From an optimization exercise on the open Yosys and OpenROAD flow, aimed at small area, a short achievable clock period and few clock cycles per item; shortcuts taken in it are not production practice.
Only simulation tests tie the RTL to the original design; equivalence was not proved.
Power is estimated from default activity; no workload was simulated.

$ cat design/flow/flow/run.sh
#!/bin/bash
# Standard synthesis, then the combinational logic between the standard
# synthesis's registers is re-mapped by ABC for delay (registers, their names
# and cell types are kept as they are), then the standard layout with
# port buffers of our choosing.
set -euo pipefail
W=$(pwd)
R=$W/orfs/results/$FLOW_PLATFORM/cffu_chk/base
LIB=$FLOW_HOME/platforms/$FLOW_PLATFORM/lib/sky130_fd_sc_hd__tt_025C_1v80.lib

bash standard.sh synth > $W/flow_synth.log 2>&1

cp $R/1_2_yosys.v $W/standard_synth.v
DUARGS=""
for c in $(cat $W/flow/dontuse.txt); do DUARGS="$DUARGS -dont_use $c"; done
sed -e "s#@LIB@#$LIB#g" -e "s#@IN@#$W/standard_synth.v#" -e "s#@OUT@#$W/remapped.v#" \
    -e "s#@SCRIPT@#$W/flow/remap.abc#" -e "s#@DU@#$DUARGS#" $W/flow/remap.ys > $W/remap_run.ys
yosys -l $W/flow_remap.log -q $W/remap_run.ys > /dev/null 2>&1
cp $W/remapped.v $R/1_2_yosys.v
rm -f $R/1_synth.odb $R/1_synth.sdc

# repair settings, if any
if [[ -f $W/flow/env.sh ]]; then source $W/flow/env.sh; fi
# port buffers: see flow/ports.tcl
export DONT_BUFFER_PORTS=1
export PRE_GLOBAL_PLACE_TCL=$W/flow/ports.tcl
bash standard.sh > $W/flow_layout.log 2>&1
$ cat design/flow/flow/dontuse.txt
sky130_fd_sc_hd__probe_p_8 sky130_fd_sc_hd__probec_p_8 sky130_fd_sc_hd__lpflow_bleeder_1 sky130_fd_sc_hd__lpflow_clkbufkapwr_1 sky130_fd_sc_hd__lpflow_clkbufkapwr_16 sky130_fd_sc_hd__lpflow_clkbufkapwr_2 sky130_fd_sc_hd__lpflow_clkbufkapwr_4 sky130_fd_sc_hd__lpflow_clkbufkapwr_8 sky130_fd_sc_hd__lpflow_clkinvkapwr_1 sky130_fd_sc_hd__lpflow_clkinvkapwr_16 sky130_fd_sc_hd__lpflow_clkinvkapwr_2 sky130_fd_sc_hd__lpflow_clkinvkapwr_4 sky130_fd_sc_hd__lpflow_clkinvkapwr_8 sky130_fd_sc_hd__lpflow_decapkapwr_12 sky130_fd_sc_hd__lpflow_decapkapwr_3 sky130_fd_sc_hd__lpflow_decapkapwr_4 sky130_fd_sc_hd__lpflow_decapkapwr_6 sky130_fd_sc_hd__lpflow_decapkapwr_8 sky130_fd_sc_hd__lpflow_inputiso0n_1 sky130_fd_sc_hd__lpflow_inputiso0p_1 sky130_fd_sc_hd__lpflow_inputiso1n_1 sky130_fd_sc_hd__lpflow_inputiso1p_1 sky130_fd_sc_hd__lpflow_inputisolatch_1 sky130_fd_sc_hd__lpflow_isobufsrc_1 sky130_fd_sc_hd__lpflow_isobufsrc_16 sky130_fd_sc_hd__lpflow_isobufsrc_2 sky130_fd_sc_hd__lpflow_isobufsrc_4 sky130_fd_sc_hd__lpflow_isobufsrc_8 sky130_fd_sc_hd__lpflow_isobufsrckapwr_16 sky130_fd_sc_hd__lpflow_lsbuf_lh_hl_isowell_tap_1 sky130_fd_sc_hd__lpflow_lsbuf_lh_hl_isowell_tap_2 sky130_fd_sc_hd__lpflow_lsbuf_lh_hl_isowell_tap_4 sky130_fd_sc_hd__lpflow_lsbuf_lh_isowell_4 sky130_fd_sc_hd__lpflow_lsbuf_lh_isowell_tap_1 sky130_fd_sc_hd__lpflow_lsbuf_lh_isowell_tap_2 sky130_fd_sc_hd__lpflow_lsbuf_lh_isowell_tap_4
$ cat design/flow/flow/env.sh
export SETUP_MOVE_SEQUENCE=unbuffer,sizeup,swap,clone
$ cat design/flow/flow/ports.tcl
# Port buffers (one per input and output port, as the standard flow makes):
# small buffers on the inputs, a stronger one on the outputs.
buffer_ports -inputs -buffer_cell sky130_fd_sc_hd__buf_1
buffer_ports -outputs -buffer_cell sky130_fd_sc_hd__buf_2
$ cat design/flow/flow/remap.abc
strash; dch; map -D 2000
$ cat design/flow/flow/remap.ys
read_liberty -ignore_miss_func @LIB@
blackbox sky130_fd_sc_hd__df* sky130_fd_sc_hd__edf* sky130_fd_sc_hd__sdf* sky130_fd_sc_hd__dl* sky130_fd_sc_hd__sed*
read_verilog @IN@
hierarchy -top cffu_chk
flatten
opt -purge
abc -script @SCRIPT@ -liberty @LIB@ @DU@
opt_clean
hilomap -singleton -hicell sky130_fd_sc_hd__conb_1 HI -locell sky130_fd_sc_hd__conb_1 LO
splitnets
opt_clean -purge
stat -liberty @LIB@
write_verilog -noattr -noexpr -nohex -nodec @OUT@
$ cat design/flow/standard.sh
#!/bin/bash
# synth_recipe.tcl (not shown) runs the flow's synth.tcl, then flattens the netlist and writes it again
# the make line also repeats each setting of config.mk as NAME=value (left out here)
make -C /OpenROAD-flow-scripts/flow DESIGN_CONFIG=/design/flow/config.mk WORK_HOME=/design/flow/orfs CLKGATE_MAP_FILE= SYNTH_SCRIPT=/design/flow/synth_recipe.tcl "${@:-finish}"
$ cat design/flow/config.mk
export PLATFORM = sky130hd
export DESIGN_NAME = cffu_chk
export DESIGN_NICKNAME = cffu_chk
export VERILOG_FILES = /design/flow/design.v
export SDC_FILE = /design/flow/constraint.sdc
export NUM_CORES = 4
export LEC_CHECK = 0
export CAP_MARGIN = 20
export CORE_MARGIN = 2
export CORE_UTILIZATION = 52
export SETUP_SLACK_MARGIN = 5
export SLEW_MARGIN = 20
export TNS_END_PERCENT = 0
$ cat design/flow/constraint.sdc
create_clock -name core_clock -period 8.0 [get_ports {clk}]
set_input_delay 1.6000 -clock core_clock [delete_from_list [all_inputs] [get_ports {clk}]]
set_output_delay 1.6000 -clock core_clock [all_outputs]
set_load 0.01 [all_outputs]
$ cat design/flow/design.v
module cffu_chk (
    input  wire        clk,
    input  wire        rst,           
    input  wire        cmd_valid,
    output wire        cmd_ready,
    input  wire        cmd_crc32,     
    input  wire [19:0] cmd_len,       
    input  wire [31:0] cmd_expect,    
    input  wire        in_valid,
    output wire        in_ready,
    input  wire [31:0] in_data,
    output reg         done,
    output wire [31:0] result,
    output reg         match
);
    localparam [31:0] CRC_POLY = 32'hEDB88320;
    reg         cr_q;         
    reg         rdy_q;        
    reg         st_ini;       
    reg         st_run;       
    reg         st_afin;      
    reg         st_inv;       
    reg         st_fin;       
    reg  [3:0]  kcnt;
    reg         qstep, a_ex, b_ex;
    reg  [4:0]  icnt;
    reg         empty;        
    reg         alg_crc;
    reg  [1:0]  zpad;         
    reg  [31:0] expect_q;
    reg  [17:0] wcnt;         
    reg         in_v;         
    reg         last1;        
    reg  [9:0]  sw_s;
    reg  [11:0] sw_w;
    reg         sw_v, sw_l;
    reg  [16:0] xq;           
    reg         ga_q, gb_q;   
    reg  [15:0] lo, hi;       
    reg         a16;          
    reg  [1:0]  bh;           
    assign cmd_ready = cr_q;
    assign in_ready  = rdy_q;
    assign result    = {hi, lo};
    wire accept = cmd_valid & cr_q;
    wire adl_last = st_run & !alg_crc & sw_v & sw_l;
    wire take   = in_valid & rdy_q;
    function [17:0] ks_add(input [17:0] a, input [17:0] b);
        integer i, d;
        reg [17:0] g, p, gg, pp;
        begin
            p  = a ^ b;
            g  = a & b;
            gg = g;
            pp = p;
            for (d = 1; d < 18; d = d * 2)
                for (i = 17; i >= d; i = i - 1) begin
                    gg[i] = gg[i] | (pp[i] & gg[i-d]);
                    pp[i] = pp[i] & pp[i-d];
                end
            ks_add = p ^ {gg[16:0], 1'b0};
        end
    endfunction
    function [17:0] csa_s(input [17:0] a, input [17:0] b, input [17:0] c);
        csa_s = a ^ b ^ c;
    endfunction
    function [17:0] csa_c(input [17:0] a, input [17:0] b, input [17:0] c);
        csa_c = {(a[16:0] & b[16:0]) | (a[16:0] & c[16:0]) | (b[16:0] & c[16:0]), 1'b0};
    endfunction
    function [17:0] add3(input [17:0] a, input [17:0] b, input [17:0] c);
        add3 = ks_add(csa_s(a, b, c), csa_c(a, b, c));
    endfunction
    function [6:0] mul15(input [2:0] x);
        case (x)
            3'd0: mul15 = 7'd0;
            3'd1: mul15 = 7'd15;
            3'd2: mul15 = 7'd30;
            3'd3: mul15 = 7'd45;
            3'd4: mul15 = 7'd60;
            3'd5: mul15 = 7'd75;
            3'd6: mul15 = 7'd90;
            default: mul15 = 7'd105;
        endcase
    endfunction
    wire [17:0] len_w  = cmd_len[19:2];
    wire        len_p  = |cmd_len[1:0];
    wire        wc1    = (wcnt == 18'd1);
    wire        wc2    = (wcnt == 18'd2);
    wire        wc3    = (wcnt == 18'd3);
    wire        last1_n = take ? (in_v ? wc3 : wc2) : (in_v ? wc2 : wc1);
    wire        crc_last = st_run & alg_crc & take & last1;
    reg  [17:0] nwords, wdec;
    integer     k;
    always @(*) begin
        for (k = 0; k < 18; k = k + 1) begin
            nwords[k] = len_w[k] ^ (len_p & (&(len_w | ~((18'd1 << k) - 18'd1))));
            wdec[k]   = wcnt[k] ^ ~(|(wcnt & ((18'd1 << k) - 18'd1)));
        end
    end
    reg [31:0] tmask;
    always @(*) begin
        case (zpad)
            2'd1:    tmask = 32'h00FFFFFF;
            2'd2:    tmask = 32'h0000FFFF;
            2'd3:    tmask = 32'h000000FF;
            default: tmask = 32'hFFFFFFFF;
        endcase
    end
    wire [31:0] in_m = in_data & (last1 ? tmask : 32'hFFFFFFFF);
    wire [7:0]  d0 = in_m[7:0], d1 = in_m[15:8], d2 = in_m[23:16], d3 = in_m[31:24];
    wire [17:0] e0 = {10'd0, d0}, e1 = {10'd0, d1}, e2 = {10'd0, d2}, e3 = {10'd0, d3};
    wire [17:0] s_a = csa_s(e0, e1, e2), s_b = csa_c(e0, e1, e2);
    wire [17:0] s_sum18 = add3(s_a, s_b, e3);
    wire [9:0]  s_sum = s_sum18[9:0];
    wire [17:0] w_a = csa_s(e0 << 2, e1 << 1, e1), w_b = csa_c(e0 << 2, e1 << 1, e1);
    wire [17:0] w_c = csa_s(w_a, w_b, e2 << 1), w_d = csa_c(w_a, w_b, e2 << 1);
    wire [17:0] w_sum18 = add3(w_c, w_d, e3);
    wire [11:0] w_sum = w_sum18[11:0];
    wire [3:0]  zk     = {2'd0, zpad};
    wire        afin_n = adl_last | (st_ini & empty & !alg_crc) | (st_afin & !b_ex);
    wire [3:0]  kcnt_n = st_afin ? kcnt + 4'd1 : 4'd0;
    wire        qstep_n = afin_n & (zpad != 2'd0) & (kcnt_n >= 4'd2) & (kcnt_n <= zk + 4'd1);
    wire        a_ex_n  = afin_n & (kcnt_n == 4'd2);
    wire        b_ex_n  = afin_n & (kcnt_n == ((zpad == 2'd0) ? 4'd3 : zk + 4'd5));
    wire        ga_set = st_afin & (kcnt == 4'd1);
    wire        gb_set = st_afin & (kcnt == ((zpad == 2'd0) ? 4'd2 : zk + 4'd4));
    wire        ge_a   = (&lo[15:4]) & (|lo[3:0]);
    wire        ge_b   = (&hi[15:4]) & (|hi[3:0]);
    wire        fa     = a16 | ga_q;
    wire [1:0]  fb     = {bh[1], bh[0] | gb_q};
    wire [2:0]  a_top  = {a16, lo[15:14]};
    wire [17:0] a_nx18 = add3({2'd0, lo}, {14'd0, fa, fa, fa, fa}, {8'd0, sw_s});
    wire [16:0] a_nx   = a_nx18[16:0];
    wire [17:0] b_nx   = add3({2'd0, hi}, {11'd0, mul15({1'b0, fb})}, {1'b0, xq});
    wire [16:0] x_op1  = sw_v ? {1'b0, lo[13:0], 2'd0} : qstep ? {1'b0, ~lo} : 17'd0;
    wire [16:0] x_op2  = sw_v ? {10'd0, mul15(a_top)} : 17'd0;
    wire [16:0] x_op3  = {5'd0, sw_w} | (qstep ? 17'd65507 : 17'd0);
    wire [17:0] x_nx18 = add3({1'b0, x_op1}, {1'b0, x_op2}, {1'b0, x_op3});
    wire [16:0] x_nx   = x_nx18[16:0];
    function [31:0] crc32_unbit(input [31:0] r);
        reg [31:0] t;
        begin
            t = r[31] ? (r ^ CRC_POLY) : r;
            crc32_unbit = {t[30:0], r[31]};
        end
    endfunction
    wire [31:0] crc_c  = {hi, lo};
    wire [31:0] crc_x  = ~crc_c ^ in_m;
    wire [31:0] crc_t;
    wire crc_s32 = crc_x[0] ^ crc_x[22];
    wire crc_s33 = crc_x[2] ^ crc_x[7];
    wire crc_s34 = crc_x[1] ^ crc_x[23];
    wire crc_s35 = crc_x[3] ^ crc_x[6];
    wire crc_s36 = crc_x[4] ^ crc_s32;
    wire crc_s37 = crc_x[5] ^ crc_x[8];
    wire crc_s38 = crc_x[17] ^ crc_x[24];
    wire crc_s39 = crc_x[18] ^ crc_x[25];
    wire crc_s40 = crc_x[10] ^ crc_x[26];
    wire crc_s41 = crc_x[11] ^ crc_x[27];
    wire crc_s42 = crc_x[12] ^ crc_x[28];
    wire crc_s43 = crc_x[13] ^ crc_x[29];
    wire crc_s44 = crc_x[14] ^ crc_x[30];
    wire crc_s45 = crc_x[15] ^ crc_x[31];
    wire crc_s46 = crc_x[9] ^ crc_x[21];
    wire crc_s47 = crc_x[20] ^ crc_s33;
    wire crc_s48 = crc_x[7] ^ crc_x[19];
    wire crc_s49 = crc_x[16] ^ crc_x[23];
    wire crc_s50 = crc_x[5] ^ crc_s45;
    wire crc_s51 = crc_x[24] ^ crc_x[28];
    wire crc_s52 = crc_x[25] ^ crc_x[29];
    wire crc_s53 = crc_x[19] ^ crc_x[27];
    wire crc_s54 = crc_s34 ^ crc_s40;
    wire crc_s55 = crc_x[0] ^ crc_s42;
    wire crc_s56 = crc_s38 ^ crc_s43;
    wire crc_s57 = crc_s39 ^ crc_s44;
    wire crc_s58 = crc_x[16] ^ crc_s36;
    wire crc_s59 = crc_x[8] ^ crc_x[26];
    wire crc_s60 = crc_x[3] ^ crc_x[4];
    wire crc_s61 = crc_x[2] ^ crc_x[9];
    wire crc_s62 = crc_x[9] ^ crc_x[11];
    wire crc_s63 = crc_x[6] ^ crc_x[30];
    wire crc_s64 = crc_s33 ^ crc_s46;
    wire crc_s65 = crc_s37 ^ crc_s38;
    wire crc_s66 = crc_s35 ^ crc_s37;
    wire crc_s67 = crc_x[31] ^ crc_s41;
    wire crc_s68 = crc_x[13] ^ crc_s36;
    wire crc_s69 = crc_s32 ^ crc_s50;
    wire crc_s70 = crc_x[3] ^ crc_x[10];
    wire crc_s71 = crc_x[14] ^ crc_x[20];
    wire crc_s72 = crc_x[1] ^ crc_x[21];
    wire crc_s73 = crc_x[10] ^ crc_x[15];
    wire crc_s74 = crc_x[5] ^ crc_x[14];
    wire crc_s75 = crc_x[18] ^ crc_x[26];
    wire crc_s76 = crc_x[4] ^ crc_x[15];
    wire crc_s77 = crc_x[19] ^ crc_x[25];
    wire crc_s78 = crc_s35 ^ crc_s48;
    wire crc_s79 = crc_x[12] ^ crc_s37;
    wire crc_s80 = crc_x[24] ^ crc_s40;
    wire crc_s81 = crc_s41 ^ crc_s63;
    wire crc_s82 = crc_s49 ^ crc_s71;
    wire crc_s83 = crc_x[22] ^ crc_s53;
    wire crc_s84 = crc_x[6] ^ crc_s49;
    wire crc_s85 = crc_s51 ^ crc_s76;
    wire crc_s86 = crc_x[31] ^ crc_s53;
    wire crc_s87 = crc_x[22] ^ crc_s48;
    wire crc_s88 = crc_x[2] ^ crc_s42;
    wire crc_s89 = crc_x[30] ^ crc_s39;
    wire crc_s90 = crc_x[28] ^ crc_s44;
    wire crc_s91 = crc_x[21] ^ crc_s42;
    wire crc_s92 = crc_s34 ^ crc_s47;
    wire crc_s93 = crc_s52 ^ crc_s54;
    wire crc_s94 = crc_s47 ^ crc_s79;
    wire crc_s95 = crc_s46 ^ crc_s55;
    wire crc_s96 = crc_s43 ^ crc_s55;
    wire crc_s97 = crc_s44 ^ crc_s56;
    wire crc_s98 = crc_s52 ^ crc_s65;
    wire crc_s99 = crc_s50 ^ crc_s58;
    wire crc_s100 = crc_x[17] ^ crc_s68;
    assign crc_t[0] = (crc_s92 ^ ((crc_s35 ^ crc_s59) ^ crc_s58));
    assign crc_t[1] = ((crc_s60 ^ (crc_x[27] ^ crc_s34)) ^ (crc_s64 ^ crc_s65));
    assign crc_t[2] = (((crc_s51 ^ crc_s61) ^ (crc_x[10] ^ crc_s39)) ^ (crc_s36 ^ crc_s66));
    assign crc_t[3] = ((((crc_x[4] ^ crc_x[5]) ^ crc_s62) ^ crc_s78) ^ crc_s93);
    assign crc_t[4] = (crc_s94 ^ (crc_s81 ^ (crc_x[4] ^ crc_s80)));
    assign crc_t[5] = (crc_s95 ^ (crc_s67 ^ ((crc_x[7] ^ (crc_x[13] ^ crc_x[25])) ^ crc_s66)));
    assign crc_t[6] = (((crc_s61 ^ crc_s70) ^ crc_s82) ^ crc_s96);
    assign crc_t[7] = (((crc_s72 ^ crc_s73) ^ (crc_x[11] ^ crc_s60)) ^ crc_s97);
    assign crc_t[8] = (((crc_x[2] ^ (crc_x[11] ^ crc_x[12])) ^ crc_s57) ^ crc_s99);
    assign crc_t[9] = (((crc_x[19] ^ crc_s45) ^ crc_s94) ^ crc_s100);
    assign crc_t[10] = (((crc_s74 ^ crc_s75) ^ crc_s64) ^ crc_s68);
    assign crc_t[11] = ((crc_s66 ^ crc_s83) ^ (crc_s73 ^ (crc_x[14] ^ crc_s34)));
    assign crc_t[12] = ((crc_s62 ^ crc_s47) ^ (crc_s84 ^ crc_s85));
    assign crc_t[13] = ((((crc_x[16] ^ crc_x[21]) ^ crc_s70) ^ (crc_x[7] ^ (crc_x[0] ^ crc_x[12]))) ^ crc_s98);
    assign crc_t[14] = (((crc_x[1] ^ crc_s39) ^ (crc_s63 ^ (crc_s59 ^ crc_s62))) ^ crc_s100);
    assign crc_t[15] = (((crc_s33 ^ crc_s74) ^ (crc_x[9] ^ (crc_x[12] ^ crc_x[18]))) ^ (crc_s54 ^ crc_s86));
    assign crc_t[16] = ((((crc_x[13] ^ crc_x[16]) ^ crc_s41) ^ crc_s54) ^ (crc_s85 ^ crc_s87));
    assign crc_t[17] = (crc_s98 ^ (crc_s88 ^ (crc_s41 ^ crc_s82)));
    assign crc_t[18] = (crc_s95 ^ (crc_s89 ^ (((crc_x[15] ^ crc_x[26]) ^ crc_s35) ^ crc_s56)));
    assign crc_t[19] = (crc_s58 ^ (((crc_x[31] ^ (crc_x[1] ^ crc_x[27])) ^ crc_s57) ^ (crc_s48 ^ (crc_s40 ^ crc_s43))));
    assign crc_t[20] = ((crc_s90 ^ ((crc_x[17] ^ crc_s41) ^ crc_s78)) ^ crc_s99);
    assign crc_t[21] = (crc_s69 ^ (crc_s88 ^ (crc_s75 ^ (crc_x[3] ^ (crc_x[17] ^ crc_x[29])))));
    assign crc_t[22] = ((crc_s47 ^ crc_s83) ^ (crc_s59 ^ ((crc_x[18] ^ crc_x[30]) ^ crc_s43)));
    assign crc_t[23] = ((((crc_x[23] ^ crc_x[3]) ^ crc_s46) ^ (crc_x[8] ^ (crc_x[0] ^ crc_x[20]))) ^ (crc_s86 ^ crc_s90));
    assign crc_t[24] = ((((crc_x[29] ^ crc_x[8]) ^ crc_s35) ^ (crc_s40 ^ crc_s45)) ^ ((crc_s49 ^ crc_s51) ^ crc_s64));
    assign crc_t[25] = (crc_s93 ^ (crc_s81 ^ (crc_s61 ^ (crc_x[20] ^ crc_s38))));
    assign crc_t[26] = ((crc_s80 ^ crc_s89) ^ (crc_s91 ^ ((crc_x[3] ^ crc_s33) ^ crc_s67)));
    assign crc_t[27] = (crc_s96 ^ ((((crc_x[16] ^ crc_x[6]) ^ crc_s77) ^ crc_s67) ^ crc_s92));
    assign crc_t[28] = (crc_s97 ^ (crc_s91 ^ (crc_s36 ^ crc_s84)));
    assign crc_t[29] = (crc_s69 ^ (crc_s57 ^ ((crc_x[7] ^ crc_s34) ^ crc_s56)));
    assign crc_t[30] = ((crc_s57 ^ crc_s87) ^ (crc_s60 ^ ((crc_x[20] ^ crc_x[24]) ^ crc_s45)));
    assign crc_t[31] = (((crc_s33 ^ crc_s35) ^ (crc_s72 ^ crc_s77)) ^ crc_s69);
    wire [31:0] crc_nx = ~crc_t;
    wire [31:0] crc_iv = ~crc32_unbit(~crc_c);
    wire inv_last   = st_inv & (icnt == 5'd0);
    wire to_fin     = (crc_last & (zpad == 2'd0)) | (st_ini & empty & alg_crc) | b_ex | inv_last;
    always @(posedge clk) begin
        if (cr_q) begin
            alg_crc  <= cmd_crc32;
            zpad     <= -cmd_len[1:0];
            expect_q <= cmd_expect;
            empty    <= (cmd_len == 20'd0);
        end
        if (cr_q)
            wcnt <= nwords;
        else if (in_v)
            wcnt <= wdec;
        if (cr_q)
            last1 <= (len_w == 18'd1 && !len_p) || (len_w == 18'd0 && len_p);
        else
            last1 <= last1_n;
        sw_s <= take ? s_sum : 10'd0;
        sw_w <= take ? w_sum : 12'd0;
        xq   <= x_nx;
        ga_q <= ga_set & ge_a & !a16;
        gb_q <= gb_set & ge_b & !bh[0];
        if (st_ini) begin
            lo  <= alg_crc ? 16'd0 : 16'd1;
            hi  <= 16'd0;
            a16 <= 1'b0;
            bh  <= 2'd0;
        end else if (alg_crc) begin
            if (st_run & take)
                {hi, lo} <= crc_nx;
            else if (st_inv)
                {hi, lo} <= crc_iv;
        end else if (st_run | st_afin) begin
            {a16, lo} <= a_nx;
            {bh, hi}  <= b_nx;
            if (a_ex) a16 <= 1'b0;
            if (b_ex) bh  <= 2'd0;
        end
        if (st_ini)
            icnt <= {zpad, 3'b000} - 5'd1;
        else if (st_inv)
            icnt <= icnt - 5'd1;
        kcnt <= kcnt_n;
        if (rst) begin
            cr_q    <= 1'b1;
            rdy_q   <= 1'b0;
            st_ini  <= 1'b0;
            st_run  <= 1'b0;
            st_afin <= 1'b0;
            qstep   <= 1'b0;
            a_ex    <= 1'b0;
            b_ex    <= 1'b0;
            st_inv  <= 1'b0;
            st_fin  <= 1'b0;
            done    <= 1'b0;
            match   <= 1'b0;
            in_v    <= 1'b0;
            sw_v    <= 1'b0;
            sw_l    <= 1'b0;
        end else begin
            in_v <= take;
            sw_v <= take;
            sw_l <= take & last1;
            done  <= st_fin;
            match <= ({hi, lo} == expect_q);
            st_ini  <= accept;
            st_run  <= (st_ini & !empty) | (st_run & !crc_last & !adl_last);
            st_afin <= afin_n;
            qstep   <= qstep_n;
            a_ex    <= a_ex_n;
            b_ex    <= b_ex_n;
            st_inv  <= (crc_last & (zpad != 2'd0)) | (st_inv & !inv_last);
            st_fin  <= to_fin;
            cr_q    <= to_fin | (cr_q & !accept);
            if (st_ini)
                rdy_q <= !empty;
            else if (take & last1)
                rdy_q <= 1'b0;
        end
    end
endmodule
==> results.txt, run 1 <==
Clock network:
- Clock tree synthesis inserted a total of 17 buffers.
- TritonCTS built the clock tree.
- The clock edge transition at the registers on the reported setup and hold paths is 0.07 ns.
- The clock drives approximately 150 sinks.
- The clock latency reported for the late side of the worst-skew pair is 0.44 ns.
- The clock tree synthesis step divided the H-tree into 4 levels.
- The buffer depth of the longest clock path is 2.
- In this run the clock root is driven by a sky130_fd_sc_hd__clkbuf_16.
- After clock tree synthesis, the setup repair step added 0 buffers.

Setup path:
- On the critical path the largest part of the delay comes from XOR/XNOR gates.
- STA classifies the critical path endpoint as a register.
- Data arrives at the worst endpoint at 4.05 ns.
- The signal on the critical path passes through clkinv_1, nand2_1, nand2_2, clkinv_1, nand2_1, nand2_1, xor2_2, xor2_1, xor2_1, xnor2_1, xor2_1, a221oi_1, a211oi_1.
- The number of buffers and inverters on the critical path is 2.
- Along the worst path, the maximum fanout reaches 5.
- The worst register-to-register path begins at zpad[0].
- The slowest stage of the critical path belongs to the cell sky130_fd_sc_hd__xor2_2.
- The maximum cell stage delay along the critical path is 0.35 ns.
- STA classifies the critical path startpoint as a primary input.
- The required time of the critical path is between 8 and 9 ns.
- The beginning of the critical path is in_data[6].
- The worst setup path is of the primary input to register kind.

GRT:
- The number of global-route vias before repair was between 10k and 15k.
- The number of antenna violations at the first check in global routing is 0.
- In the global route stage, overall resource usage came out at 0.376.
- The first global-routing pass estimated 78.1 mm of wire.
- Entering global routing, the biggest net connects 57 pins.
- Global routing finished with a remaining overflow of 0.

Power and ir drop:
- In this run the static leakage power is 6.39 nW.
- The worst-case IR drop observed on VDD is 268 µV.
- Power spread over the standard cell area amounts to 252 nW/µm².

Timing:
- The time the worst path needs with I/O delays and setup is 3.72 ns.
- The count of final max-slew check failures is 0.
- The fmax is 269 MHz.
- In the post-route analysis, the smallest setup slack over all paths is 4.28 ns.
- Setup repair after global routing could not meet its margin everywhere.
- The number of endpoints with negative hold slack in the final report was 0.
- The final clock skew is 0.00895 ns.
- The total negative slack is 0 ns.
- For the pin with the worst max-slew slack, the measured transition is 1.02 ns.
- The share of the clock period used by the worst path after layout is 0.465.
- The relative slew slack is 0.316.
- The final count of negative-setup-slack endpoints is 0.

Floorplan:
- The die area is 27,600 µm².
- The area of the core is about 26,000 µm².
- The width of the chip is 166 µm.
- The number of primary I/O pins is 125.
- The die is around 170 µm tall.
- For this configuration, the core starts out at a cell density of 0.528.
- The initialized floorplan defines 59 standard-cell rows.

Min path:
- The startpoint of the lowest-slack hold path is st_fin.
- The kind of path behind the tightest hold check is register to register.

Synthesis:
- The yosys synthesis warning count is 1.
- The total nets after synthesis is 2,139.
- After synthesis, the mean cell area works out to 6.67 µm².
- The mapped netlist covers 13,700 µm².
- The number of standard cells after synthesis is 2,050.

Cells and area:
- In the final layout, the share of cells above drive strength 1 is 0.152.
- 0 antenna diodes ended up in the layout.
- The library cell used most frequently in the layout, excluding fill and tap cells, is sky130_fd_sc_hd__nand2_1.
- The number of fillers in the final layout is around 2.4k.
- The area growth from synthesis to layout is 17.8%.
- In the layout the commonest cells are sky130_fd_sc_hd__nand2_1 (419), sky130_fd_sc_hd__nor2_1 (279), sky130_fd_sc_hd__clkinv_1 (239).
- The final layout contains 2,172 nets.

Place:
- The pre-CTS worst setup slack is around 3 ns.
- The weighted congestion at the end of routability-driven global placement is 1.01.
- The detailed placement HPWL is a little over 40 mm.
- The count of port buffers added during placement is 124.

Route:
- The mean number of vias per cell is 5.81.
- The number of design rule violations left after detail routing is 0.
- The final route contains 14.1k vias.
- The detailed-route wire length is ~53 mm.
- The detailed router's first-iteration violation count is 1,507.
- The detail route stage leaves a number of antenna-violating nets equal to 0.
- The wire length per cell after detailed routing is 21.8 µm.
- The first detailed-routing pass ran for 6 iterations.

Job:
- The max capacitance violation total is 0.

Status:
- The run finished with no timing, DRC or antenna violations.
final timing paths:
check           to  cells past startpoint  slack [ns]
max          hi[2]                     13        4.28
min           done                      2        0.40
max reg2reg  lo[7]                     14        4.34
min reg2reg   done                      2        0.40
metrics by stage:
step                utilization  hold WS [ns]  cells  cell area (µm²)  power, mW
finish                    0.622         0.404   2431            16100       4.06
global route              0.622         0.435   2431            16100       4.23
CTS                       0.601         0.410   2431            15600       3.94
detailed placement        0.548         0.404   2395            14200       2.98
global placement          0.548         0.400   2395            14200       2.99
floorplan                     -         0.383   2050            13700       2.38
registers in the layout (all words and copies together) (netlist names), 2 cells and up:
signal and cells:
sw_w 12, bh 2, sw_s 10, lo 16
zpad 2, xq 17, icnt 5, wcnt 18
expect_q 32, kcnt 4, hi 16
report_power, final:
group | internal, mW | switching, mW
Sequential | 0.907 | 0.159
Clock | 0.423 | 0.395
Combinational | 0.766 | 1.41
Total | 2.10 | 1.96
per-layer routing:
layer,part of all wire,vias up,GRT usage
met4,0.055,0,0.169
met5,0,-,0
met3,0.11,154,0.0972
met2,0.43,766,0.576
li1,-,6780,-
met1,0.40,6423,0.500
worst register-to-register path, delay by kind of cell (launching register included):
| kind | cells | cell delay [ns] |
|---|---|---|
| simple gates | 7 | 1.46 |
| xor+xnor | 3 | 0.65 |
| buf+inv | 3 | 0.39 |
| flops | 1 | 0.65 |
| compound gates | 1 | 0.25 |
what timing repair did:
action | CTS | global route
gates resized for setup | 178 | 128
gates cloned | 4 | 0
hold buffers | 0 | 0
pin swaps | 42 | 56
setup endpoints to repair | 93 | 92
layout make-up:
type,instances,area (µm²),area share
tap,335,419,0.0260
timing repair buffer,10,78.8,0.00489
clock inverter,15,178,0.0110
sequential,154,3850,0.239
multi-input combinational,1624,10000,0.623
inverter,276,1130,0.0700
clock buffer,17,425,0.0264
Testbench counts, summed over its fixed seeds: cycles 47,128, bytes 184,073.
==> run 2: changes to the inputs <==
--- a/design/flow/config.mk
+++ b/design/flow/config.mk
@@ -10,4 +10,3 @@
 export CORE_UTILIZATION = 52
 export SETUP_SLACK_MARGIN = 5
 export SLEW_MARGIN = 20
-export TNS_END_PERCENT = 0
==> results.txt, run 2 <==
Timing:
- The total negative slack came to 0 ns (unchanged).
- The share of the clock period used by the worst path after layout came to 0.456 (-0.00842).
- Setup repair after global routing could not meet its margin everywhere.
- The fmax came to 274 MHz (+1.8%).
- The number of endpoints with negative hold slack in the final report is 0 (unchanged).
- The time the worst path needs with I/O delays and setup is 3.65 ns (-0.0673 ns).
- The final count of negative-setup-slack endpoints was 0 (unchanged).
- The transition time of the tightest slew-check pin came to 1.04 ns (+0.0133 ns).
- The final clock skew is 0.0124 ns (+0.00345 ns).
- The count of final max-slew check failures is 0 (unchanged).
- The relative slew slack came to 0.305 (-0.0106).

Setup path:
- The worst setup path is captured at a register.
- The depth of the worst register-to-register path came to 19 (+5).
- The end of the worst register-to-register path is xq[16].
- The worst setup slack for register-to-register paths is 4.35 ns (about the same).
- The maximum net fanout on the critical path is 8 (+3).
- The worst setup path is launched from a register.
- The worst register-to-register path begins at lo[15].
- The class of the most critical setup path is register to register.
- The signal arrival time at the worst endpoint is 3.95 ns (-0.10 ns).
- The required time of the critical path came to 8.30 ns (-0.03 ns).

Synthesis:
- The total nets after synthesis is 2,139 (unchanged).
- The number of standard cells after synthesis is 2,050 (unchanged).
- The post-synthesis average cell area is 6.67 µm² (unchanged).
- The total standard cell area after synthesis came to 13,700 µm² (unchanged).
- The yosys synthesis warning count is 1 (unchanged).

Min path:
- The worst hold path belongs to the class register to register.
- The path with the worst hold slack has its endpoint at done.
- The startpoint of the lowest-slack hold path is st_fin.
- The worst hold path cell count was 2 (unchanged).

Cells and area:
- Counting flops per register, the top entry is expect_q.
- The share of cells above drive strength 1 is 0.292 (+0.140).
- The synthesis-to-finish area growth is 35.6%.
- The largest registers in the layout are expect_q (32), wcnt (18), xq (17).
- The final net count is 2,185 (+0.60%).
- The library cell used most frequently in the layout, excluding fill and tap cells, is sky130_fd_sc_hd__nand2_1.
- In the layout the commonest cells are sky130_fd_sc_hd__nand2_1 (338), sky130_fd_sc_hd__nor2_1 (249), sky130_fd_sc_hd__clkinv_1 (198).
- The number of flip-flops in the largest register was 32 (unchanged).
- The utilization after layout came to 0.716 (+0.0941).

Route:
- The number of design rule violations left after detail routing is 0 (unchanged).
- The mean number of vias per cell is 6.02 (+3.5%).
- The number of search-and-repair iterations in the first detailed-routing pass came to 5 (-1).
- The via total after detailed routing was 14.7k (+4.2%).
- The wire length per cell after detailed routing is 23.0 µm (+5.6%).
- The detailed-route wire length is 56.3 mm (+6.2%).
- The detailed router's first-iteration violation count was 1,372 (-9.0%).
- The number of nets with antenna violations after routing is 0 (unchanged).

Power and ir drop:
- The static leakage power is 7.01 nW (+9.8%).
- The worst voltage drop across the vdd grid is 339 µV (+26%).
- The power density normalized to cell area came to 242 nW/µm² (-4.1%).

Clock network:
- The total number of clock tree sinks was 154 (unchanged).
- The count of hold-fix buffers inserted at cts was 0 (unchanged).
- The clock latency reported for the late side of the worst-skew pair is 0.44 ns (about the same).
- The buffer depth of the longest clock path is 2 (unchanged).
- The tree is rooted in a sky130_fd_sc_hd__clkbuf_16.
- TritonCTS built the clock tree.
- The post-CTS setup buffer count is 0 (unchanged).
- The total number of H-tree levels is 4 (unchanged).
- The clock edge transition at the registers on the reported setup and hold paths is 0.06 ns (about the same).
- The total CTS buffers is 17 (unchanged).

Place:
- The detailed placement HPWL is 42.0 mm (+1.0%).
- The weighted congestion at the end of routability-driven global placement is 0.988 (-2.4%).
- The count of port buffers added during placement is 124 (unchanged).

Floorplan:
- The die area was 27,600 µm² (unchanged).
- The number of primary I/O pins came to 125 (unchanged).
- The area of the core is 25,900 µm² (unchanged).
- The height of the die came to 166 µm (unchanged).
- The starting utilization of the core area is 0.528 (unchanged).
- The standard-cell row count is 59 (unchanged).
- The width of the chip was 166 µm (unchanged).

GRT:
- The number of antenna violations at the first check in global routing was 1 (+1).
- The largest net degree at the start of global routing is 31 (-46%).
- The global router's overall resource usage is 0.394 (+0.0178).
- The number of global-route vias before repair is 13.9k (+6.1%).
- The total overflow reported by the global router is 0 (unchanged).
- The global-route wire length before repair is 82.2 mm (+5.2%).

Job:
- The max capacitance violation total is 0 (unchanged).

Status:
- The run finished with no timing, DRC or antenna violations.
run 2: cell types whose count changed in the layout (fill, tap and decap cells not counted), moves of 23 or more:
cell                       change
sky130_fd_sc_hd__a21oi_1      -23
sky130_fd_sc_hd__clkinv_1     -41
sky130_fd_sc_hd__clkinv_4     +25
sky130_fd_sc_hd__nand2_1      -81
sky130_fd_sc_hd__nand2_2      +34
sky130_fd_sc_hd__nand2_4      +29
sky130_fd_sc_hd__nor2_1       -30
sky130_fd_sc_hd__o21ai_0      -35
sky130_fd_sc_hd__xor2_1       -42
sky130_fd_sc_hd__xor2_2       +26
run 2: stage by stage:
step | worst slack, ns | power (mW) | hold WS [ns] | area, µm² | cells
2_1_floorplan | 4.25 | 2.60 | 0.383 | 15200 | 2050
3_3_place_gp | 3.79 | 3.18 | 0.401 | 15700 | 2396
3_5_place_dp | 3.79 | 3.19 | 0.399 | 15700 | 2396
4_1_cts | 4.44 | 4.25 | 0.408 | 17800 | 2442
5_1_grt | 4.21 | 4.66 | 0.432 | 18500 | 2445
6_report | 4.35 | 4.49 | 0.410 | 18500 | 2446
run 2: layer usage:
layer	global-route usage	wire length, µm	up-vias
met5	0	0	-
met4	0.204	3430	0
met3	0.102	6160	237
met2	0.609	25000	820
met1	0.509	21700	6865
li1	-	-	6792
run 2: worst max path at each step:
stage                           from        to  slack, ns  depth (start not counted)
final                         lo[15]    xq[16]       4.35                         19
after global routing         zpad[1]   sw_w[9]       4.21                         20
after detailed placement     zpad[1]   sw_w[9]       3.79                         18
after global placement       zpad[1]   sw_w[8]       3.79                         18
after CTS                     lo[14]    xq[16]       4.44                         19
after floorplan           cmd_len[0]  wcnt[17]       4.25                         19
run 2: cell type report:
class,instances,area (µm²)
multi-input combinational,1630,12000
fill,2066,7360
sequential,154,3870
inverter,276,1450
clock buffer,21,492
tap,335,419
timing repair buffer,13,185
clock inverter,11,87.6
timing repair inverter,4,28.8
antenna,2,5.00
run 2: timing repair:
item / in CTS / in global routing
resized for setup: 301 / 166
pin swaps: 160 / 78
endpoints found under the setup margin: 109 / 88
gates cloned: 14 / 2
run 2: where the power goes:
group	switching, mW	internal [mW]	total [mW]
logic	1.66	0.959	2.62
clock network	0.346	0.443	0.789
registers	0.165	0.912	1.08
total	2.17	2.31	4.49
run 2: worst max-delay path, cell delays in order, from the launching register on:
cell	delay, ns
sky130_fd_sc_hd__edfxtp_1	0.88
sky130_fd_sc_hd__clkinv_4	0.26
sky130_fd_sc_hd__nor2_4	0.26
sky130_fd_sc_hd__nor2_4	0.06
sky130_fd_sc_hd__a22oi_2	0.19
sky130_fd_sc_hd__o21ai_2	0.11
sky130_fd_sc_hd__o21ai_2	0.19
sky130_fd_sc_hd__nand2_2	0.11
sky130_fd_sc_hd__nor2_4	0.10
sky130_fd_sc_hd__o21ai_1	0.06
sky130_fd_sc_hd__o21ai_1	0.13
sky130_fd_sc_hd__nand2_1	0.09
sky130_fd_sc_hd__o21ai_2	0.09
sky130_fd_sc_hd__nand2_2	0.10
sky130_fd_sc_hd__a31oi_4	0.21
sky130_fd_sc_hd__nand2_2	0.09
sky130_fd_sc_hd__nand4_1	0.17
sky130_fd_sc_hd__nand4_1	0.16
sky130_fd_sc_hd__nand4_1	0.12
sky130_fd_sc_hd__o211ai_1	0.12
==> run 3: changes to the inputs <==
--- a/design/flow/design.v
+++ b/design/flow/design.v
@@ -29,9 +29,11 @@
     reg  [1:0]  zpad;         
     reg  [31:0] expect_q;
     reg  [17:0] wcnt;         
-    reg         in_v;         
-    reg         last1;        
+    reg         wpart;        
+    reg  [31:0] in_q;
+    reg         in_v, in_l;
     reg  [9:0]  sw_s;
+    reg  [10:0] sw_t;         
     reg  [11:0] sw_w;
     reg         sw_v, sw_l;
     reg  [16:0] xq;           
@@ -43,6 +45,7 @@
     assign in_ready  = rdy_q;
     assign result    = {hi, lo};
     wire accept = cmd_valid & cr_q;
+    wire crc_last = st_run & alg_crc & in_v & in_l;
     wire adl_last = st_run & !alg_crc & sw_v & sw_l;
     wire take   = in_valid & rdy_q;
     function [17:0] ks_add(input [17:0] a, input [17:0] b);
@@ -84,16 +87,14 @@
     endfunction
     wire [17:0] len_w  = cmd_len[19:2];
     wire        len_p  = |cmd_len[1:0];
+    wire        wc0    = (wcnt == 18'd0);
     wire        wc1    = (wcnt == 18'd1);
     wire        wc2    = (wcnt == 18'd2);
-    wire        wc3    = (wcnt == 18'd3);
-    wire        last1_n = take ? (in_v ? wc3 : wc2) : (in_v ? wc2 : wc1);
-    wire        crc_last = st_run & alg_crc & take & last1;
-    reg  [17:0] nwords, wdec;
+    wire        last1  = wpart ? (in_v ? wc1 : wc0) : (in_v ? wc2 : wc1);
+    reg  [17:0] wdec;
     integer     k;
     always @(*) begin
         for (k = 0; k < 18; k = k + 1) begin
-            nwords[k] = len_w[k] ^ (len_p & (&(len_w | ~((18'd1 << k) - 18'd1))));
             wdec[k]   = wcnt[k] ^ ~(|(wcnt & ((18'd1 << k) - 18'd1)));
         end
     end
@@ -107,7 +108,7 @@
         endcase
     end
     wire [31:0] in_m = in_data & (last1 ? tmask : 32'hFFFFFFFF);
-    wire [7:0]  d0 = in_m[7:0], d1 = in_m[15:8], d2 = in_m[23:16], d3 = in_m[31:24];
+    wire [7:0]  d0 = in_q[7:0], d1 = in_q[15:8], d2 = in_q[23:16], d3 = in_q[31:24];
     wire [17:0] e0 = {10'd0, d0}, e1 = {10'd0, d1}, e2 = {10'd0, d2}, e3 = {10'd0, d3};
     wire [17:0] s_a = csa_s(e0, e1, e2), s_b = csa_c(e0, e1, e2);
     wire [17:0] s_sum18 = add3(s_a, s_b, e3);
@@ -116,6 +117,9 @@
     wire [17:0] w_c = csa_s(w_a, w_b, e2 << 1), w_d = csa_c(w_a, w_b, e2 << 1);
     wire [17:0] w_sum18 = add3(w_c, w_d, e3);
     wire [11:0] w_sum = w_sum18[11:0];
+    wire [17:0] t_c = csa_s(s_a, s_b, e3), t_d = csa_c(s_a, s_b, e3);
+    wire [17:0] t_sum18 = add3(t_c, t_d, 18'd15);
+    wire [10:0] t_sum = t_sum18[10:0];
     wire [3:0]  zk     = {2'd0, zpad};
     wire        afin_n = adl_last | (st_ini & empty & !alg_crc) | (st_afin & !b_ex);
     wire [3:0]  kcnt_n = st_afin ? kcnt + 4'd1 : 4'd0;
@@ -129,7 +133,7 @@
     wire        fa     = a16 | ga_q;
     wire [1:0]  fb     = {bh[1], bh[0] | gb_q};
     wire [2:0]  a_top  = {a16, lo[15:14]};
-    wire [17:0] a_nx18 = add3({2'd0, lo}, {14'd0, fa, fa, fa, fa}, {8'd0, sw_s});
+    wire [17:0] a_nx18 = ks_add({2'd0, lo}, fa ? {7'd0, sw_t} : {8'd0, sw_s});
     wire [16:0] a_nx   = a_nx18[16:0];
     wire [17:0] b_nx   = add3({2'd0, hi}, {11'd0, mul15({1'b0, fb})}, {1'b0, xq});
     wire [16:0] x_op1  = sw_v ? {1'b0, lo[13:0], 2'd0} : qstep ? {1'b0, ~lo} : 17'd0;
@@ -145,7 +149,7 @@
         end
     endfunction
     wire [31:0] crc_c  = {hi, lo};
-    wire [31:0] crc_x  = ~crc_c ^ in_m;
+    wire [31:0] crc_x  = ~crc_c ^ in_q;
     wire [31:0] crc_t;
     wire crc_s32 = crc_x[0] ^ crc_x[22];
     wire crc_s33 = crc_x[2] ^ crc_x[7];
@@ -258,17 +262,16 @@
             zpad     <= -cmd_len[1:0];
             expect_q <= cmd_expect;
             empty    <= (cmd_len == 20'd0);
+            wpart    <= len_p;
         end
         if (cr_q)
-            wcnt <= nwords;
+            wcnt <= len_w;
         else if (in_v)
             wcnt <= wdec;
-        if (cr_q)
-            last1 <= (len_w == 18'd1 && !len_p) || (len_w == 18'd0 && len_p);
-        else
-            last1 <= last1_n;
-        sw_s <= take ? s_sum : 10'd0;
-        sw_w <= take ? w_sum : 12'd0;
+        in_q <= in_m;
+        sw_s <= in_v ? s_sum : 10'd0;
+        sw_t <= in_v ? t_sum : 11'd15;
+        sw_w <= in_v ? w_sum : 12'd0;
         xq   <= x_nx;
         ga_q <= ga_set & ge_a & !a16;
         gb_q <= gb_set & ge_b & !bh[0];
@@ -278,7 +281,7 @@
             a16 <= 1'b0;
             bh  <= 2'd0;
         end else if (alg_crc) begin
-            if (st_run & take)
+            if (st_run & in_v)
                 {hi, lo} <= crc_nx;
             else if (st_inv)
                 {hi, lo} <= crc_iv;
@@ -307,12 +310,14 @@
             done    <= 1'b0;
             match   <= 1'b0;
             in_v    <= 1'b0;
+            in_l    <= 1'b0;
             sw_v    <= 1'b0;
             sw_l    <= 1'b0;
         end else begin
             in_v <= take;
-            sw_v <= take;
-            sw_l <= take & last1;
+            in_l <= take & last1;
+            sw_v <= in_v;
+            sw_l <= in_l;
             done  <= st_fin;
             match <= ({hi, lo} == expect_q);
             st_ini  <= accept;
@@ -324,8 +329,8 @@
             st_inv  <= (crc_last & (zpad != 2'd0)) | (st_inv & !inv_last);
             st_fin  <= to_fin;
             cr_q    <= to_fin | (cr_q & !accept);
-            if (st_ini)
-                rdy_q <= !empty;
+            if (accept)
+                rdy_q <= (cmd_len != 20'd0);
             else if (take & last1)
                 rdy_q <= 1'b0;
         end
==> design/flow/flow/remap.abc (replaced) <==
strash; &get -n; &dch; &nf -D 2000; &put
--- a/design/flow/config.mk
+++ b/design/flow/config.mk
@@ -7,6 +7,7 @@
 export LEC_CHECK = 0
 export CAP_MARGIN = 20
 export CORE_MARGIN = 2
-export CORE_UTILIZATION = 52
+export CORE_UTILIZATION = 60
 export SETUP_SLACK_MARGIN = 5
 export SLEW_MARGIN = 20
+export TNS_END_PERCENT = 0
==> results.txt, run 3 <==
Clock network:
- The total number of clock tree sinks was 199 (+29%).
- The total number of H-tree levels is 4 (unchanged).
- The total CTS buffers is 17 (unchanged).
- The TritonCTS clock tree is built.
- The buffer depth of the longest clock path is 2 (unchanged).
- The post-CTS setup buffer count was 0 (unchanged).
- The root buffer cell is sky130_fd_sc_hd__clkbuf_16.
- The clock latency reported for the late side of the worst-skew pair came to 0.46 ns (+0.02 ns).
- The count of hold-fix buffers inserted at cts came to 0 (unchanged).
- The clock edge transition at the registers on the reported setup and hold paths was 0.09 ns (+0.03 ns).

Timing:
- The number of endpoints with negative hold slack in the final report is 0 (unchanged).
- The count of final max-slew check failures is 0 (unchanged).
- Setup repair after global routing could not meet its margin everywhere.
- The relative slew slack is 0.347 (+0.0419).
- The final count of negative-setup-slack endpoints is 0 (unchanged).
- The transition time of the tightest slew-check pin is 0.980 ns (-0.0564 ns).
- The final clock skew was 0.0191 ns (+0.00669 ns).
- The share of the clock period used by the worst path after layout is 0.439 (-0.0174).
- The total negative slack is 0 ns (unchanged).
- The fmax is 285 MHz (+4.0%).
- The time the worst path needs with I/O delays and setup is 3.51 ns (-0.139 ns).

Route:
- The via total after detailed routing is 11.9k (-19%).
- The detailed router's first-iteration violation count is 1,109 (-19%).
- The mean number of vias per cell is 6.14 (+2.1%).
- The number of design rule violations left after detail routing is 0 (unchanged).
- The number of nets with antenna violations after routing is 0 (unchanged).
- The wire length per cell after detailed routing came to 22.7 µm (-1.2%).
- The number of search-and-repair iterations in the first detailed-routing pass was 8 (+3).
- The detailed-route wire length is 43.9 mm (-22%).

Cells and area:
- Compared with the post-synthesis result, the final layout area differs by 10.8%.
- The final net count was 1,693 (-23%).
- The number of fillers in the final layout is 1,877 (-9.1%).
- The antenna diode instance count is 0 (-2).
- In the layout the commonest cells are sky130_fd_sc_hd__xnor2_1 (289), sky130_fd_sc_hd__xor2_1 (141), sky130_fd_sc_hd__nand2_1 (135).
- The utilization after layout was 0.682 (-0.0334).
- The largest registers in the layout are expect_q (32), in_q (32), wcnt (18).
- The most common library cell in the layout ignoring fill and taps is sky130_fd_sc_hd__xnor2_1.
- The share of cells above drive strength 1 is 0.0705 (-0.221).

Setup path:
- The worst setup path is launched from a register.
- The depth of the worst register-to-register path is 6 (-13).
- The class of the most critical setup path is register to register.
- The maximum net fanout on the critical path is 9 (+1).
- The required time of the critical path is 8.16 ns (-0.14 ns).
- The worst setup slack for register-to-register paths came to 4.49 ns (+0.14 ns).
- The cell family contributing the most delay on the critical path is XOR/XNOR gates.
- The signal on the critical path passes through xnor2_1, xnor2_2, xor2_1, nor2_1, a2111oi_0, a2111oi_2.
- The slowest cell on the critical path is sky130_fd_sc_hd__dfxtp_1.
- The number of buffers and inverters on the critical path is 0 (-1).
- The critical path depth in cells came to 6 (-13).
- The signal arrival time at the worst endpoint came to 3.67 ns (-0.28 ns).
- The worst setup path is captured at a register.
- The maximum cell stage delay along the critical path is 0.88 ns (about the same).

Power and ir drop:
- The static leakage power is 5.43 nW (-23%).
- The register share of total power is 0.270 (+0.030).
- The part of the power in combinational logic is 0.538 (-0.046).
- The total chip power is 4.92 mW (+9.8%).
- The worst voltage drop across the vdd grid is 185 µV (-45%).
- The part of the power in the clock network is 0.192 (+0.016).
- The cell-internal power is 2.72 mW (+18%).
- The switching component of the power is 2.20 mW (+1.4%).
- The power density normalized to cell area is 317 nW/µm² (+31%).
- The switching power share of the total is 0.447 (-0.0369).

Min path:
- The worst hold path cell count is 1 (-1).
- The path class of the tightest hold or removal check is register to register.

GRT:
- The global router's overall resource usage was 0.359 (-0.0353).
- The number of global-route vias before repair was 11.4k (-18%).
- The global-route wire length before repair came to 65.4 mm (-20%).
- The total overflow reported by the global router is 0 (unchanged).
- The largest net degree at the start of global routing was 78 (+150%).
- The number of antenna violations at the first check in global routing is 0 (-1).

Place:
- The count of port buffers added during placement is 124 (unchanged).
- The weighted congestion at the end of routability-driven global placement came to 1.11 (+12%).
- The detailed placement HPWL is 32.7 mm (-22%).

Floorplan:
- The number of primary I/O pins is 125 (unchanged).
- The width of the chip was 157 µm (-5.6%).
- The area of the core is 22,800 µm² (-12%).
- The die area is 24,600 µm² (-11%).
- The height of the die is 157 µm (-5.6%).
- The standard-cell row count is 55 (-6.8%).
- The starting utilization of the core area is 0.616 (+0.0882).

Synthesis:
- The number of standard cells after synthesis was 1,565 (-24%).
- The post-synthesis average cell area is 8.96 µm² (+34%).
- The yosys synthesis warning count came to 1 (unchanged).
- The total nets after synthesis was 1,654 (-23%).
- The total standard cell area after synthesis is 14,000 µm² (+2.6%).

Status:
- The flow ran to the end and the layout has no timing, DRC or antenna violations.

Job:
- The max capacitance violation total is 0 (unchanged).
==> run 3: metrics by stage <==
| step | hold slack, ns | setup WS (ns) | cell area [µm²] | std cells |
|---|---|---|---|---|
| after floorplan | 0.414 | 4.80 | 14000 | 1565 |
| after global placement | 0.419 | 4.25 | 14600 | 1897 |
| after detailed placement | 0.433 | 4.18 | 14600 | 1897 |
| after CTS | 0.452 | 4.61 | 15400 | 1930 |
| after global routing | 0.470 | 4.41 | 15500 | 1930 |
| final | 0.450 | 4.49 | 15500 | 1930 |
==> run 3: metal layers <==
layer / part of all wire / track usage
met1: 0.41 / 0.471
met2: 0.45 / 0.570
met3: 0.081 / 0.0608
met4: 0.058 / 0.183
met5: 0 / 0
==> run 3: layout make-up <==
type                       instances  area (µm²)  share of cell area
clock inverter                    14         194              0.0125
timing repair buffer              19         143             0.00918
sequential                       199        4780               0.307
multi-input combinational       1347        9510               0.612
inverter                          20        76.3             0.00491
clock buffer                      18         450              0.0290
tap                              313         392              0.0252
==> run 3: power by group through the flow <==
stage                     combinational [mW]  sequential [mW]  clock [mW]
after floorplan                         1.92             1.30           0
after global placement                  2.54             1.34           0
after detailed placement                2.54             1.34           0
after CTS                               2.58             1.32       0.945
after global routing                    2.80             1.34       0.983
final                                   2.65             1.33       0.943
==> run 3: repair_timing <==
action                                  in CTS  in global routing
resized for setup                           55                 21
endpoints found under the setup margin      83                 86
pin swaps                                   16                 13
gates cloned                                 1                  0
==> run 3: worst paths after layout <==
check,startpoint,endpoint
worst max-delay path,hi[7],lo[15]
worst max register to register,hi[7],lo[15]
worst min-delay path,st_fin,done
worst min register to register,st_fin,done
==> run 3: worst register-to-register path, cell delays in order, from the launching register on <==
cell and delay (ns):
sky130_fd_sc_hd__dfxtp_1 0.88, sky130_fd_sc_hd__xnor2_1 0.34, sky130_fd_sc_hd__xnor2_2 0.55, sky130_fd_sc_hd__xor2_1 0.50, sky130_fd_sc_hd__nor2_1 0.09, sky130_fd_sc_hd__a2111oi_0 0.74
sky130_fd_sc_hd__a2111oi_2 0.11
Testbench counts of run 3, summed over its fixed seeds: cycles 47,128, bytes 184,073.
==> run 4: changes to the inputs <==
--- a/design/flow/config.mk
+++ b/design/flow/config.mk
@@ -7,7 +7,7 @@
 export LEC_CHECK = 0
 export CAP_MARGIN = 20
 export CORE_MARGIN = 2
-export CORE_UTILIZATION = 60
+export CORE_UTILIZATION = 52
 export SETUP_SLACK_MARGIN = 5
 export SLEW_MARGIN = 20
 export TNS_END_PERCENT = 0
==> results.txt, run 4 <==
Synthesis:
- The yosys synthesis warning count came to 1 (unchanged).
- The number of standard cells after synthesis is 1,565 (unchanged).
- The total nets after synthesis is 1,654 (unchanged).
- The total standard cell area after synthesis is 14,000 µm² (unchanged).
- The post-synthesis average cell area is 8.96 µm² (unchanged).

GRT:
- The number of antenna violations at the first check in global routing is 2 (+2).
- The total overflow reported by the global router came to 0 (unchanged).
- The largest net degree at the start of global routing is 78 (unchanged).
- The number of global-route vias before repair is 11.1k (-2.7%).
- The global router's overall resource usage is 0.315 (-0.0440).
- The global-route wire length before repair is 66.6 mm (+1.8%).

Job:
- The max capacitance violation total is 0 (unchanged).

Floorplan:
- The area of the core is 26,700 µm² (+17%).
- The die area was 28,300 µm² (+15%).
- The height of the die is 168 µm (+7.2%).
- The standard-cell row count is 60 (+9.1%).
- The number of primary I/O pins is 125 (unchanged).
- The starting utilization of the core area is 0.525 (-0.0910).
- The width of the chip is 168 µm (+7.2%).

Cells and area:
- The most common library cell in the layout ignoring fill and taps is sky130_fd_sc_hd__xnor2_1.
- The utilization after layout was 0.578 (-0.104).
- The final instance count without filler cells is 1,965 (+1.8%).
- The final net count is 1,700 (+0.41%).
- The antenna diode instance count is 0 (unchanged).
- The synthesis-to-finish area growth is 10.2%.
- In the layout the commonest cells are sky130_fd_sc_hd__xnor2_1 (304), sky130_fd_sc_hd__xor2_1 (139), sky130_fd_sc_hd__nand2_1 (135).
- The share of cells above drive strength 1 was 0.0610 (-0.00954).
- The largest registers in the layout are expect_q (32), in_q (32), wcnt (18).

Clock network:
- The TritonCTS clock tree is built.
- The clock edge transition at the registers on the reported setup and hold paths was 0.08 ns (about the same).
- The root buffer cell is sky130_fd_sc_hd__clkbuf_16.
- The post-CTS setup buffer count was 0 (unchanged).
- The count of hold-fix buffers inserted at cts is 0 (unchanged).
- The total number of H-tree levels came to 4 (unchanged).
- The total number of clock tree sinks was 199 (unchanged).
- The clock latency reported for the late side of the worst-skew pair was 0.45 ns (about the same).
- The buffer depth of the longest clock path is 2 (unchanged).
- The total CTS buffers is 17 (unchanged).

Place:
- The weighted congestion at the end of routability-driven global placement is 0.953 (-14%).
- The count of port buffers added during placement is 124 (unchanged).
- The detailed placement HPWL is 33.0 mm (+1.1%).
- The number of cells after detailed placement came to 1,932 (+1.8%).
- The pre-CTS worst setup slack was 4.22 ns (+0.0345 ns).

Timing:
- The number of endpoints with negative hold slack in the final report was 0 (unchanged).
- Setup repair after global routing could not meet its margin everywhere.
- The final clock skew is 0.0157 ns (-0.00335 ns).
- The count of final max-slew check failures is 0 (unchanged).
- The relative slew slack is 0.281 (-0.0664).
- The share of the clock period used by the worst path after layout was 0.436 (-0.00287).
- The transition time of the tightest slew-check pin is 1.07 ns (+0.0918 ns).
- The fmax is 287 MHz (+0.66%).
- The worst-case setup margin in the final layout is 4.51 ns (+0.0230 ns).
- The final count of negative-setup-slack endpoints is 0 (unchanged).
- The total negative slack came to 0 ns (unchanged).
- The time the worst path needs with I/O delays and setup was 3.49 ns (-0.0230 ns).

Status:
- The run finished with no timing, DRC or antenna violations.

Setup path:
- The capturing element type of the critical path is a register.
- The required time of the critical path was 8.31 ns (+0.15 ns).
- Walking the worst path, the cells encountered are xnor2_1, xnor2_1, xnor2_1, xnor2_1, xnor2_1, o21ai_0, a21oi_1, nor4_1.
- The maximum cell stage delay along the critical path is 0.79 ns (-0.09 ns).
- The most numerous cell type found on the critical path is sky130_fd_sc_hd__xnor2_1.
- The signal arrival time at the worst endpoint is 3.79 ns (+0.12 ns).
- The maximum net fanout on the critical path came to 11 (+2).
- The setup path with the least slack is of type register to register.
- Among all stages on the critical path, the largest delay is contributed by sky130_fd_sc_hd__xnor2_1.
- The worst setup path is launched from a register.

Power and ir drop:
- The part of the power in combinational logic is 0.534 (-0.004).
- The register share of total power was 0.281 (+0.011).
- The part of the power in the clock network is 0.185 (-0.007).
- The worst voltage drop across the vdd grid came to 190 µV (+2.9%).
- The power density normalized to cell area was 308 nW/µm² (-2.6%).
- The static leakage power came to 5.35 nW (-1.6%).
- The switching component of the power was 2.09 mW (-5.3%).
- The cell-internal power is 2.68 mW (-1.5%).
- The switching power share of the total came to 0.438 (-0.00971).

Route:
- The number of nets with antenna violations after routing is 0 (unchanged).
- The wire length per cell after detailed routing was 22.3 µm (-1.7%).
- The detailed-route wire length is 43.9 mm (about the same).
- The detailed router's first-iteration violation count is 1,041 (-6.1%).
- The mean number of vias per cell was 5.94 (-3.3%).
- The number of design rule violations left after detail routing is 0 (unchanged).
- The number of search-and-repair iterations in the first detailed-routing pass is 5 (-3).
- The via total after detailed routing is 11.7k (-1.6%).

Min path:
- The kind of path behind the tightest hold check is register to register.
## run 4: layout make-up
type                    instances  area [µm²]
multi-input cells            1347        9400
inverters                      20        75.1
well taps                     341         427
clock inverters                15         155
repair buffers                 26         195
flip-flops and latches        199        4780
fillers                      2457       11300
clock buffers                  17         425
## run 4: through the flow
stage          hold WS (ns)  area, µm²  total power [mW]
2_1_floorplan         0.414      14000              3.22
3_3_place_gp          0.446      14700              3.84
3_5_place_dp          0.441      14700              3.83
4_1_cts               0.457      15400              4.72
5_1_grt               0.469      15500              5.01
6_report              0.462      15500              4.77
## run 4: per-layer routing
layer	up-vias	GRT usage	wire length [µm]
met1	5525	0.432	19600
met3	108	0.0689	3250
met5	-	0	21
li1	5603	-	-
met2	423	0.481	19300
met4	4	0.131	1720
## run 4: power groups by stage
stage          Clock (mW)  Combinational (mW)  Sequential (mW)
2_1_floorplan           0                1.92             1.30
3_3_place_gp            0                2.48             1.36
3_5_place_dp            0                2.47             1.36
4_1_cts             0.886                2.50             1.33
5_1_grt             0.924                2.73             1.35
6_report            0.882                2.54             1.34
## run 4: what timing repair did
| item | 4_1_cts | 5_1_grt |
|---|---|---|
| pin swaps | 13 | 12 |
| resized for setup | 39 | 22 |
| setup endpoints to repair | 69 | 72 |
| gates cloned | 1 | 0 |
## run 4: final timing paths
check | startpoint | to | slack, ns | depth (start not counted)
worst min-delay path | st_fin | done | 0.46 | 1
worst min register to register | st_fin | done | 0.46 | 1
worst max-delay path | lo[11] | hi[10] | 4.51 | 8
worst max register to register | lo[11] | hi[10] | 4.51 | 8
## run 4: worst max-delay path, delay by kind of cell, from the launching register on
family                    cells  cell delay [ns]
xor gates and xnor gates      5             2.25
DFF                           1             0.68
AOI/OAI and AO/OA             2             0.34
and+or+nand+nor               1             0.08
==> run 5: changes to the inputs <==
==> design/flow/flow/remap.abc (replaced) <==
strash; &get -n; &dch; &nf -D 1500; &put
==> results.txt, run 5 <==
Status:
- The run finished with no timing, DRC or antenna violations.

Clock network:
- The total CTS buffers is 17 (unchanged).
- The clock latency reported for the late side of the worst-skew pair was 0.45 ns (about the same).
- The total number of H-tree levels came to 4 (unchanged).
- The TritonCTS clock tree is built.
- The post-CTS setup buffer count came to 0 (unchanged).
- The buffer depth of the longest clock path was 2 (unchanged).
- The count of hold-fix buffers inserted at cts is 0 (unchanged).
- The tree is rooted in a sky130_fd_sc_hd__clkbuf_16.
- The clock edge transition at the registers on the reported setup and hold paths is 0.08 ns (about the same).
- The total number of clock tree sinks came to 199 (unchanged).

GRT:
- The global-route wire length before repair is 66.6 mm (unchanged).
- The total overflow reported by the global router is 0 (unchanged).
- The number of global-route vias before repair is 11.1k (unchanged).
- The largest net degree at the start of global routing is 78 (unchanged).
- The global router's overall resource usage is 0.315 (unchanged).
- The number of antenna violations at the first check in global routing is 2 (unchanged).

Power and ir drop:
- The total chip power came to 4.77 mW (unchanged).
- The switching power share of the total is 0.438 (unchanged).
- The part of the power in the clock network is 0.185 (about the same).
- The power density normalized to cell area was 308 nW/µm² (unchanged).
- The static leakage power is 5.35 nW (unchanged).
- The register share of total power is 0.281 (about the same).
- The switching component of the power came to 2.09 mW (unchanged).
- The worst voltage drop across the vdd grid is 190 µV (unchanged).
- The part of the power in combinational logic was 0.534 (about the same).
- The cell-internal power is 2.68 mW (unchanged).

Cells and area:
- The most common library cell in the layout ignoring fill and taps is sky130_fd_sc_hd__xnor2_1.
- The antenna diode instance count is 0 (unchanged).
- In the final layout, the registers with the most flip-flops are expect_q (32), in_q (32), wcnt (18).
- The top cell types in the final layout, fill and taps aside, are sky130_fd_sc_hd__xnor2_1 (304), sky130_fd_sc_hd__xor2_1 (139), sky130_fd_sc_hd__nand2_1 (135).
- The final net count came to 1,700 (unchanged).
- The share of cells above drive strength 1 is 0.0610 (unchanged).
- The final instance count without filler cells is 1,965 (unchanged).
- The synthesis-to-finish area growth was 10.2% (unchanged).

Timing:
- The final clock skew is 0.0157 ns (unchanged).
- The fmax is 287 MHz (unchanged).
- The number of endpoints with negative hold slack in the final report is 0 (unchanged).
- The count of final max-slew check failures is 0 (unchanged).
- The share of the clock period used by the worst path after layout is 0.436 (unchanged).
- The relative slew slack is 0.281 (unchanged).
- Setup repair after global routing could not meet its margin everywhere.
- The final count of negative-setup-slack endpoints came to 0 (unchanged).
- The total negative slack is 0 ns (unchanged).
- The transition time of the tightest slew-check pin came to 1.07 ns (unchanged).
- The time the worst path needs with I/O delays and setup is 3.49 ns (unchanged).

Setup path:
- The worst setup slack for register-to-register paths came to 4.51 ns (about the same).
- The most frequent cell on the critical path is sky130_fd_sc_hd__xnor2_1.
- The depth of the worst register-to-register path is 8 (unchanged).
- Traced cell by cell, the critical path runs through xnor2_1, xnor2_1, xnor2_1, xnor2_1, xnor2_1, o21ai_0, a21oi_1, nor4_1.
- The startpoint of the worst-slack reg-to-reg timing path is lo[11].
- The maximum net fanout on the critical path is 11 (unchanged).
- The slowest cell on the critical path is sky130_fd_sc_hd__xnor2_1.
- The maximum cell stage delay along the critical path is 0.79 ns (about the same).
- The end of the worst register-to-register path is hi[10].
- STA classifies the critical path endpoint as a register.
- By startpoint and endpoint, the worst setup path is classified as register to register.
- The type of element launching the critical path is a register.
- The signal arrival time at the worst endpoint is 3.79 ns (about the same).
- The required time of the critical path is 8.31 ns (about the same).

Route:
- The number of nets with antenna violations after routing was 0 (unchanged).
- The mean number of vias per cell is 5.94 (unchanged).
- The detailed-route wire length was 43.9 mm (unchanged).
- The detailed router's first-iteration violation count is 1,041 (unchanged).
- The via total after detailed routing is 11.7k (unchanged).
- The number of search-and-repair iterations in the first detailed-routing pass is 5 (unchanged).
- The wire length per cell after detailed routing is 22.3 µm (unchanged).
- The number of design rule violations left after detail routing came to 0 (unchanged).

Synthesis:
- The total nets after synthesis is 1,654 (unchanged).
- The total standard cell area after synthesis is 14,000 µm² (unchanged).
- The yosys synthesis warning count is 1 (unchanged).
- The post-synthesis average cell area is 8.96 µm² (unchanged).
- The number of standard cells after synthesis was 1,565 (unchanged).

Floorplan:
- The height of the die was 168 µm (unchanged).
- The starting utilization of the core area was 0.525 (unchanged).
- The die area is 28,300 µm² (unchanged).
- The width of the chip is 168 µm (unchanged).
- The area of the core is 26,700 µm² (unchanged).
- The number of primary I/O pins is 125 (unchanged).
- The standard-cell row count was 60 (unchanged).

Min path:
- The worst hold path cell count is 1 (unchanged).
- The kind of path behind the tightest hold check is register to register.
- For hold timing, the worst endpoint is done.
- The startpoint of the lowest-slack hold path is st_fin.

Place:
- The count of port buffers added during placement is 124 (unchanged).
- The weighted congestion at the end of routability-driven global placement is 0.953 (unchanged).
- The number of cells after detailed placement is 1,932 (unchanged).
- The detailed placement HPWL is 33.0 mm (unchanged).

Job:
- The max capacitance violation total is 0 (unchanged).
[run 5: final cells by class]
class                   count  area [µm²]
flip-flops and latches    199        4780
repair buffers             26         195
well taps                 341         427
clock buffers              17         425
clock inverters            15         155
inverters                  20        75.1
fillers                  2457       11300
multi-input cells        1347        9400
[run 5: critical path, delay by kind of cell, from the launching register on]
| kind | cells | cell delay (ns) |
|---|---|---|
| and+or+nand+nor | 1 | 0.08 |
| xor gates and xnor gates | 5 | 2.25 |
| DFF | 1 | 0.68 |
| AOI/OAI and AO/OA | 2 | 0.34 |
[run 5: what timing repair did]
item | in CTS | in global routing
gates resized for setup | 39 | 22
cloned | 1 | 0
pin swaps | 13 | 12
endpoints found under the setup margin | 69 | 72
hold endpoints to repair | 0 | 0
[run 5: through the flow]
stage | hold WS (ns) | area, µm² | setup slack [ns] | util
floorplan | 0.414 | 14000 | 4.80 | -
global placement | 0.446 | 14700 | 4.23 | 0.549
detailed placement | 0.441 | 14700 | 4.22 | 0.549
CTS | 0.457 | 15400 | 4.61 | 0.575
global route | 0.469 | 15500 | 4.36 | 0.578
finish | 0.462 | 15500 | 4.51 | 0.578
[run 5: worst max-delay path by stage]
stage	start	end	slack [ns]	cells after the start
floorplan	qstep	xq[16]	4.80	10
global placement	a16	lo[15]	4.23	11
detailed placement	a16	lo[15]	4.22	11
CTS	lo[0]	lo[15]	4.61	10
global route	lo[0]	lo[15]	4.36	10
finish	lo[11]	hi[10]	4.51	8
[run 5: metal layers]
| metal | global-route usage | vias up | share of wire |
|---|---|---|---|
| met2 | 0.481 | 423 | 0.44 |
| met5 | 0 | - | 0.00048 |
| met1 | 0.432 | 5525 | 0.45 |
| li1 | - | 5603 | - |
| met3 | 0.0689 | 108 | 0.074 |
| met4 | 0.131 | 4 | 0.039 |
[run 5: power by group through the flow]
stage | logic (mW) | registers (mW) | clock network, mW
finish | 2.54 | 1.34 | 0.882
global route | 2.73 | 1.35 | 0.924
CTS | 2.50 | 1.33 | 0.886
detailed placement | 2.47 | 1.36 | 0
global placement | 2.48 | 1.36 | 0
floorplan | 1.92 | 1.30 | 0

Check on run 5: ideal ports give 4.511 ns setup slack; a clkbuf_16 on the clock port and buf_2 on the inputs give 4.511 ns; moving port delays by the midpoint clock arrival (0.489 ns) as well gives 4.511 ns.
